From an optimization exercise on the open Yosys and OpenROAD flow, aimed at small area; shortcuts taken in it are not production practice.
Only simulation tests tie the RTL to the original design; equivalence was not proved.
No activity file was given, so power comes from the tool's default toggle rates.

==> flow/design.v <==
module frame_sync (
    input  wire         clk,
    input  wire         rst,
    input  wire         in_valid,
    input  wire [7:0]   in_data,
    output wire         in_ready,
    output wire         out_valid,
    input  wire         out_ready,
    output wire [287:0] out_frame,
    output wire         desync_evt,
    output wire [15:0]  desync_count
);
    localparam [7:0] SOF      = 8'h24;
    localparam [7:0] EOF      = 8'h23;
    localparam [5:0] IDX_1    = 6'b000001;
    localparam [5:0] LAST_IDX = 6'b100101;
    reg [271:0] body_q;        
    reg [5:0]   idx_q;         
    reg         out_valid_q;
    reg [15:0]  count_lag_q;     
    reg         desync_evt_q;
    wire accept  = in_valid && !out_valid_q;
    wire hunting = (idx_q == 6'd0);
    wire at_last = (idx_q == LAST_IDX);
    wire [5:0] idx_step = {idx_q[4:0], idx_q[5] ^ idx_q[4]};
    wire do_start = accept && hunting && (in_data == SOF);
    wire do_fill  = accept && !hunting && !at_last;
    wire do_emit  = accept && at_last && (in_data == EOF);
    wire do_drop  = accept && at_last && (in_data != EOF);
    wire do_take  = out_valid_q && out_ready;
    wire [16:0] count_carry;
    wire [15:0] count_now;
    assign count_carry[0] = desync_evt_q & ~(&count_lag_q);
    genvar g;
    generate
        for (g = 0; g < 16; g = g + 1) begin : g_count
            assign count_now[g]     = count_lag_q[g] ^ count_carry[g];
            assign count_carry[g+1] = count_lag_q[g] & count_carry[g];
        end
    endgenerate
    always @(posedge clk) begin
        if (do_fill)
            body_q <= {in_data, body_q[271:8]};
    end
    always @(posedge clk) begin
        if (rst) begin
            idx_q          <= 6'd0;
            out_valid_q    <= 1'b0;
            count_lag_q    <= 16'd0;
            desync_evt_q   <= 1'b0;
        end else begin
            desync_evt_q <= do_drop;
            if (do_start)
                idx_q <= IDX_1;
            else if (do_fill)
                idx_q <= idx_step;
            else if (do_emit || do_drop)
                idx_q <= 6'd0;
            if (do_emit)
                out_valid_q <= 1'b1;
            else if (do_take)
                out_valid_q <= 1'b0;
            count_lag_q <= count_now;
        end
    end
    assign in_ready     = !out_valid_q;
    assign out_valid    = out_valid_q;
    assign out_frame    = {EOF, body_q, SOF};
    assign desync_evt   = desync_evt_q;
    assign desync_count = count_now;
endmodule
module field_decode (
    input  wire [287:0] frame,
    output wire [15:0]  status_raw,
    output wire [23:0]  gyro_x_raw,
    output wire [23:0]  gyro_y_raw,
    output wire [23:0]  gyro_z_raw,
    output wire [23:0]  acc_x_raw,
    output wire [23:0]  acc_y_raw,
    output wire [23:0]  acc_z_raw,
    output wire [23:0]  acc_hg_x_raw,
    output wire [15:0]  temp_raw,
    output wire [7:0]   sw_version,
    output wire [7:0]   frame_counter,
    output wire [15:0]  checksum_raw
);
    assign status_raw    = frame[55:40];     
    assign gyro_x_raw    = frame[87:64];     
    assign gyro_y_raw    = frame[111:88];    
    assign gyro_z_raw    = frame[135:112];   
    assign acc_x_raw     = frame[159:136];   
    assign acc_y_raw     = frame[183:160];   
    assign acc_z_raw     = frame[207:184];   
    assign acc_hg_x_raw  = frame[231:208];   
    assign temp_raw      = frame[247:232];   
    assign sw_version    = frame[255:248];   
    assign frame_counter = frame[263:256];   
    assign checksum_raw  = frame[279:264];   
endmodule
module status_decode (
    input  wire [15:0] status,
    output wire        high_g_sensor_in_all_axes,
    output wire        acc_x_ok,
    output wire        acc_y_ok,
    output wire        acc_z_ok,
    output wire        gyro_x_ok,
    output wire        gyro_y_ok,
    output wire        gyro_z_ok,
    output wire        sync_signal_exists,
    output wire        normal_mode,
    output wire        bit_mode,
    output wire        fault_mode,
    output wire        gyro_ranges_ok
);
    assign high_g_sensor_in_all_axes = status[4];
    assign acc_x_ok           = ~status[5];
    assign acc_y_ok           = ~status[6];
    assign acc_z_ok           = ~status[7];
    assign gyro_x_ok          = ~status[9];
    assign gyro_y_ok          = ~status[10];
    assign gyro_z_ok          = ~status[11];
    assign sync_signal_exists = ~status[12];
    assign normal_mode        = (status[14:13] == 2'b00);
    assign bit_mode           = status[13];
    assign fault_mode         = (status[14:13] == 2'b11);
    assign gyro_ranges_ok     = ~status[15];
endmodule
module scale_convert (
    input  wire [23:0] gyro_x_raw,
    input  wire [23:0] gyro_y_raw,
    input  wire [23:0] gyro_z_raw,
    input  wire [23:0] acc_x_raw,
    input  wire [23:0] acc_y_raw,
    input  wire [23:0] acc_z_raw,
    input  wire [23:0] acc_hg_x_raw,
    input  wire [15:0] temp_raw,
    output wire [23:0] gyro_x_s,
    output wire [23:0] gyro_y_s,
    output wire [23:0] gyro_z_s,
    output wire [23:0] acc_x_s,
    output wire [23:0] acc_y_s,
    output wire [24:0] acc_z_s,
    output wire [23:0] acc_hg_x_s,
    output wire [15:0] temp_tenths
);
    localparam signed [24:0] ONE_G = 25'sd32768;
    wire [23:0] acc_z_rec;
    srec24 u_gx (.raw(gyro_x_raw),   .value(gyro_x_s));
    srec24 u_gy (.raw(gyro_y_raw),   .value(gyro_y_s));
    srec24 u_gz (.raw(gyro_z_raw),   .value(gyro_z_s));
    srec24 u_ax (.raw(acc_x_raw),    .value(acc_x_s));
    srec24 u_ay (.raw(acc_y_raw),    .value(acc_y_s));
    srec24 u_az (.raw(acc_z_raw),    .value(acc_z_rec));
    srec24 u_hg (.raw(acc_hg_x_raw), .value(acc_hg_x_s));
    assign acc_z_s     = $signed({acc_z_rec[23], acc_z_rec}) - ONE_G;
    assign temp_tenths = temp_raw;
endmodule
module srec24 (
    input  wire [23:0] raw,
    output wire [23:0] value
);
    assign value = raw;
endmodule
module imu_frame_sync (
    input  wire         clk,
    input  wire         rst,
    input  wire         in_valid,
    input  wire [7:0]   in_data,
    output wire         in_ready,
    output wire         out_valid,
    input  wire         out_ready,
    output wire [287:0] out_frame,
    output wire [15:0]  status_raw,
    output wire [23:0]  gyro_x_raw,
    output wire [23:0]  gyro_y_raw,
    output wire [23:0]  gyro_z_raw,
    output wire [23:0]  acc_x_raw,
    output wire [23:0]  acc_y_raw,
    output wire [23:0]  acc_z_raw,
    output wire [23:0]  acc_hg_x_raw,
    output wire [15:0]  temp_raw,
    output wire [7:0]   sw_version,
    output wire [7:0]   frame_counter,
    output wire [15:0]  checksum_raw,
    output wire         high_g_sensor_in_all_axes,
    output wire         acc_x_ok,
    output wire         acc_y_ok,
    output wire         acc_z_ok,
    output wire         gyro_x_ok,
    output wire         gyro_y_ok,
    output wire         gyro_z_ok,
    output wire         sync_signal_exists,
    output wire         normal_mode,
    output wire         bit_mode,
    output wire         fault_mode,
    output wire         gyro_ranges_ok,
    output wire [23:0]  gyro_x_s,
    output wire [23:0]  gyro_y_s,
    output wire [23:0]  gyro_z_s,
    output wire [23:0]  acc_x_s,
    output wire [23:0]  acc_y_s,
    output wire [24:0]  acc_z_s,
    output wire [23:0]  acc_hg_x_s,
    output wire [15:0]  temp_tenths,
    output wire         desync_evt,
    output wire [15:0]  desync_count
);
    frame_sync u_sync (
        .clk          (clk),
        .rst          (rst),
        .in_valid     (in_valid),
        .in_data      (in_data),
        .in_ready     (in_ready),
        .out_valid    (out_valid),
        .out_ready    (out_ready),
        .out_frame    (out_frame),
        .desync_evt   (desync_evt),
        .desync_count (desync_count)
    );
    field_decode u_fields (
        .frame         (out_frame),
        .status_raw    (status_raw),
        .gyro_x_raw    (gyro_x_raw),
        .gyro_y_raw    (gyro_y_raw),
        .gyro_z_raw    (gyro_z_raw),
        .acc_x_raw     (acc_x_raw),
        .acc_y_raw     (acc_y_raw),
        .acc_z_raw     (acc_z_raw),
        .acc_hg_x_raw  (acc_hg_x_raw),
        .temp_raw      (temp_raw),
        .sw_version    (sw_version),
        .frame_counter (frame_counter),
        .checksum_raw  (checksum_raw)
    );
    status_decode u_status (
        .status                    (status_raw),
        .high_g_sensor_in_all_axes (high_g_sensor_in_all_axes),
        .acc_x_ok                  (acc_x_ok),
        .acc_y_ok                  (acc_y_ok),
        .acc_z_ok                  (acc_z_ok),
        .gyro_x_ok                 (gyro_x_ok),
        .gyro_y_ok                 (gyro_y_ok),
        .gyro_z_ok                 (gyro_z_ok),
        .sync_signal_exists        (sync_signal_exists),
        .normal_mode               (normal_mode),
        .bit_mode                  (bit_mode),
        .fault_mode                (fault_mode),
        .gyro_ranges_ok            (gyro_ranges_ok)
    );
    scale_convert u_scale (
        .gyro_x_raw   (gyro_x_raw),
        .gyro_y_raw   (gyro_y_raw),
        .gyro_z_raw   (gyro_z_raw),
        .acc_x_raw    (acc_x_raw),
        .acc_y_raw    (acc_y_raw),
        .acc_z_raw    (acc_z_raw),
        .acc_hg_x_raw (acc_hg_x_raw),
        .temp_raw     (temp_raw),
        .gyro_x_s     (gyro_x_s),
        .gyro_y_s     (gyro_y_s),
        .gyro_z_s     (gyro_z_s),
        .acc_x_s      (acc_x_s),
        .acc_y_s      (acc_y_s),
        .acc_z_s      (acc_z_s),
        .acc_hg_x_s   (acc_hg_x_s),
        .temp_tenths  (temp_tenths)
    );
endmodule
==> flow/config.mk <==
export PLATFORM = sky130hd
export DESIGN_NAME = imu_frame_sync
export DESIGN_NICKNAME = imu_frame_sync
export VERILOG_FILES = /design/flow/design.v
export SDC_FILE = /design/flow/constraint.sdc
export NUM_CORES = 4
export LEC_CHECK = 0
export CAP_MARGIN = 20
export CORE_AREA = 5 5 135 135
export DIE_AREA = 0 0 140 140
export SLEW_MARGIN = 20
export BUFFER_PORTS_ARGS = -buffer_cell sky130_fd_sc_hd__buf_1
export PLACE_PINS_ARGS = -min_distance 1 -min_distance_in_tracks
export CTS_ARGS = -sink_clustering_enable -repair_clock_nets -dont_use_dummy_load -buf_list {sky130_fd_sc_hd__clkbuf_8} -sink_clustering_size 20 -sink_clustering_max_diameter 60
export SKIP_REPAIR_TIE_FANOUT = 1
==> flow/constraint.sdc <==
create_clock -name core_clock -period 5.0 [get_ports {clk}]
set_input_delay 1.0000 -clock core_clock [delete_from_list [all_inputs] [get_ports {clk}]]
set_output_delay 1.0000 -clock core_clock [all_outputs]
set_load 0.01 [all_outputs]
standard.sh (not shown) runs the stock make flow with config.mk's settings and CLKGATE_MAP_FILE= SYNTH_SCRIPT=/design/flow/synth_recipe.tcl, a recipe that flattens the netlist after the stock synthesis.
==> flow/flow/run.sh <==
#!/bin/bash
# Standard layout, with these changes: ports are buffered with the smallest
# buffer (buf_1) instead of clkdlybuf4s50_1; pins may sit one track apart so
# the die can be small and the placement compact; CTS uses clkbuf_8 with
# larger sink clusters and no dummy loads. Each ORFS step keeps its own log
# under orfs/logs; make's full output goes to make.log.
set -euo pipefail
cat >> config.mk <<'EOF'
export BUFFER_PORTS_ARGS = -buffer_cell sky130_fd_sc_hd__buf_1
export PLACE_PINS_ARGS = -min_distance 1 -min_distance_in_tracks
export CTS_ARGS = -sink_clustering_enable -repair_clock_nets -dont_use_dummy_load -buf_list {sky130_fd_sc_hd__clkbuf_8} -sink_clustering_size 20 -sink_clustering_max_diameter 60
export SKIP_REPAIR_TIE_FANOUT = 1
EOF
bash standard.sh > make.log 2>&1
The starting point finished but fails on negative setup slack.
Then changed:
--- a/flow/design.v
+++ b/flow/design.v
@@ -17,7 +17,7 @@
     reg [271:0] body_q;        
     reg [5:0]   idx_q;         
     reg         out_valid_q;
-    reg [15:0]  count_lag_q;     
+    reg [15:0]  desync_count_q;
     reg         desync_evt_q;
     wire accept  = in_valid && !out_valid_q;
     wire hunting = (idx_q == 6'd0);
@@ -29,13 +29,13 @@
     wire do_drop  = accept && at_last && (in_data != EOF);
     wire do_take  = out_valid_q && out_ready;
     wire [16:0] count_carry;
-    wire [15:0] count_now;
-    assign count_carry[0] = desync_evt_q & ~(&count_lag_q);
+    wire [15:0] count_sum;
+    assign count_carry[0] = do_drop;
     genvar g;
     generate
         for (g = 0; g < 16; g = g + 1) begin : g_count
-            assign count_now[g]     = count_lag_q[g] ^ count_carry[g];
-            assign count_carry[g+1] = count_lag_q[g] & count_carry[g];
+            assign count_sum[g]     = desync_count_q[g] ^ count_carry[g];
+            assign count_carry[g+1] = desync_count_q[g] & count_carry[g];
         end
     endgenerate
     always @(posedge clk) begin
@@ -46,7 +46,7 @@
         if (rst) begin
             idx_q          <= 6'd0;
             out_valid_q    <= 1'b0;
-            count_lag_q    <= 16'd0;
+            desync_count_q <= 16'd0;
             desync_evt_q   <= 1'b0;
         end else begin
             desync_evt_q <= do_drop;
@@ -60,14 +60,14 @@
                 out_valid_q <= 1'b1;
             else if (do_take)
                 out_valid_q <= 1'b0;
-            count_lag_q <= count_now;
+            desync_count_q <= count_sum | {16{count_carry[16]}};
         end
     end
     assign in_ready     = !out_valid_q;
     assign out_valid    = out_valid_q;
     assign out_frame    = {EOF, body_q, SOF};
     assign desync_evt   = desync_evt_q;
-    assign desync_count = count_now;
+    assign desync_count = desync_count_q;
 endmodule
 module field_decode (
     input  wire [287:0] frame,
Now the flow ran to the end with no violations.
Total power climbs slightly.
Die area stays the same.
Cell area drops slightly.
Setup slack is better by 0.43 ns.
Hold slack gets better by 0.0050 ns.
Routed wire length falls slightly.
Synthesized cell count grows slightly.

## main
Another version of the RTL of imu_frame_sync (not shown whole).
Size in the first run: roughly 750 I/O pins, roughly 13000 um2 of cells after synthesis.
==> module frame_sync, before the edit <==
module frame_sync (
    input  wire         clk,
    input  wire         rst,
    input  wire         in_valid,
    input  wire [7:0]   in_data,
    output wire         in_ready,
    output wire         out_valid,
    input  wire         out_ready,
    output wire [287:0] out_frame,
    output wire         desync_evt,
    output wire [15:0]  desync_count
);
    localparam [7:0] SOF      = 8'h24;
    localparam [7:0] EOF      = 8'h23;
    localparam [5:0] IDX_1    = 6'b000001;
    localparam [5:0] LAST_IDX = 6'b100101;
    reg [271:0] body_q;        
    reg [5:0]   idx_q;         
    reg         out_valid_q;
    reg [15:0]  desync_count_q;
    reg         desync_evt_q;
    wire accept  = in_valid && !out_valid_q;
    wire hunting = (idx_q == 6'd0);
    wire at_last = (idx_q == LAST_IDX);
    wire [5:0] idx_step = {idx_q[4:0], idx_q[5] ^ idx_q[4]};
    wire do_start = accept && hunting && (in_data == SOF);
    wire do_fill  = accept && !hunting && !at_last;
    wire do_emit  = accept && at_last && (in_data == EOF);
    wire do_drop  = accept && at_last && (in_data != EOF);
    wire do_take  = out_valid_q && out_ready;
    always @(posedge clk) begin
        if (do_fill)
            body_q <= {in_data, body_q[271:8]};
    end
    always @(posedge clk) begin
        if (rst) begin
            idx_q          <= 6'd0;
            out_valid_q    <= 1'b0;
            desync_count_q <= 16'd0;
            desync_evt_q   <= 1'b0;
        end else begin
            desync_evt_q <= do_drop;
            if (do_start)
                idx_q <= IDX_1;
            else if (do_fill)
                idx_q <= idx_step;
            else if (do_emit || do_drop)
                idx_q <= 6'd0;
            if (do_emit)
                out_valid_q <= 1'b1;
            else if (do_take)
                out_valid_q <= 1'b0;
            if (do_drop && desync_count_q != 16'hFFFF)
                desync_count_q <= desync_count_q + 16'd1;
        end
    end
    assign in_ready     = !out_valid_q;
    assign out_valid    = out_valid_q;
    assign out_frame    = {EOF, body_q, SOF};
    assign desync_evt   = desync_evt_q;
    assign desync_count = desync_count_q;
endmodule
clock: 5.0 ns
lec_check: 0
cap_margin: 20
core_area: 5 5 155 155
die_area: 0 0 160 160
slew_margin: 20
buffer_ports_args: -buffer_cell sky130_fd_sc_hd__buf_1
place_pins_args: -min_distance 1 -min_distance_in_tracks
cts_args: -sink_clustering_enable -repair_clock_nets -dont_use_dummy_load -buf_list {sky130_fd_sc_hd__clkbuf_8} -sink_clustering_size 20 -sink_clustering_max_diameter 60
skip_repair_tie_fanout: 1
Scripts as last shown in full above: flow/flow/run.sh
Here is what was changed in the inputs of the feature branch compared with main.
--- a/flow/design.v
+++ b/flow/design.v
@@ -27,8 +27,18 @@
     wire do_fill  = accept && !hunting && !at_last;
     wire do_emit  = accept && at_last && (in_data == EOF);
     wire do_drop  = accept && at_last && (in_data != EOF);
     wire do_take  = out_valid_q && out_ready;
+    wire [16:0] count_carry;
+    wire [15:0] count_sum;
+    assign count_carry[0] = do_drop;
+    genvar g;
+    generate
+        for (g = 0; g < 16; g = g + 1) begin : g_count
+            assign count_sum[g]     = desync_count_q[g] ^ count_carry[g];
+            assign count_carry[g+1] = desync_count_q[g] & count_carry[g];
+        end
+    endgenerate
     always @(posedge clk) begin
         if (do_fill)
             body_q <= {in_data, body_q[271:8]};
     end
@@ -49,10 +59,9 @@
             if (do_emit)
                 out_valid_q <= 1'b1;
             else if (do_take)
                 out_valid_q <= 1'b0;
-            if (do_drop && desync_count_q != 16'hFFFF)
-                desync_count_q <= desync_count_q + 16'd1;
+            desync_count_q <= count_sum | {16{count_carry[16]}};
         end
     end
     assign in_ready     = !out_valid_q;
     assign out_valid    = out_valid_q;
==> run notes <==
Diff main -> the feature branch: proportion of synthesized area in mux cells -0.17 points; total number of clock tree sinks shows no meaningful change; setup slack dropped 1.53 ns; worst hold slack shrank by 0.019 ns; area taken by flip-flops and latches held.
On share of total power in combinational logic, the feature branch tracks main almost exactly.
Looking at via count across both flows, the feature branch is the stronger of the two, with main trailing.
Power after layout grows slightly when moving from main to the feature branch.
main has lower share of power burned in the clock network than the feature branch.
The feature branch: arrival time of the worst setup path is 2.88 ns higher than what main reported.
Final cell count in the feature branch vs main: down about 0.9%
[diff] routed wire length, the feature branch relative to main: improvement

-- static timing again, ports no longer ideal --
No port has a modelled driver above. Below, the same layouts with a new extraction and two added sets of constraints. Step 1, drivers: a clkbuf_16 drives clk and a buf_2 each remaining input, both assumed. Step 2 adds t to the input delays and takes it off the output delays; t is the mean of the earliest and latest rising clock arrival at the registers after step 1. Input paths then give back, and output paths get back, about the clock's delay inside the block. a / b / c = ideal / step 1 / step 2; a / b = the first two.
| run | t (ns) | setup slack, ns | worst setup path after step 2 | pins driven straight from the clock port |
|---|---|---|---|---|
| the first run of note 1 | 0.538 | -0.164 / -0.205 / 0.333 | register to output | 1 |
| the second run of note 1 | 0.550 | 0.265 / 0.284 / -0.265 | input to register | 1 |
| main | 0.549 | 1.824 / 1.783 / 1.977 | input to register | 1 |
| the feature branch | 0.541 | 0.289 / 0.302 / -0.239 | input to register | 1 |
With both steps, setup timing fails in the second run of note 1 and the feature branch, where it was met with ideal ports. For the second run of note 1, which loses most, drivers alone change the setup slack by +0.019 ns; drivers and shift together by -0.530 ns.
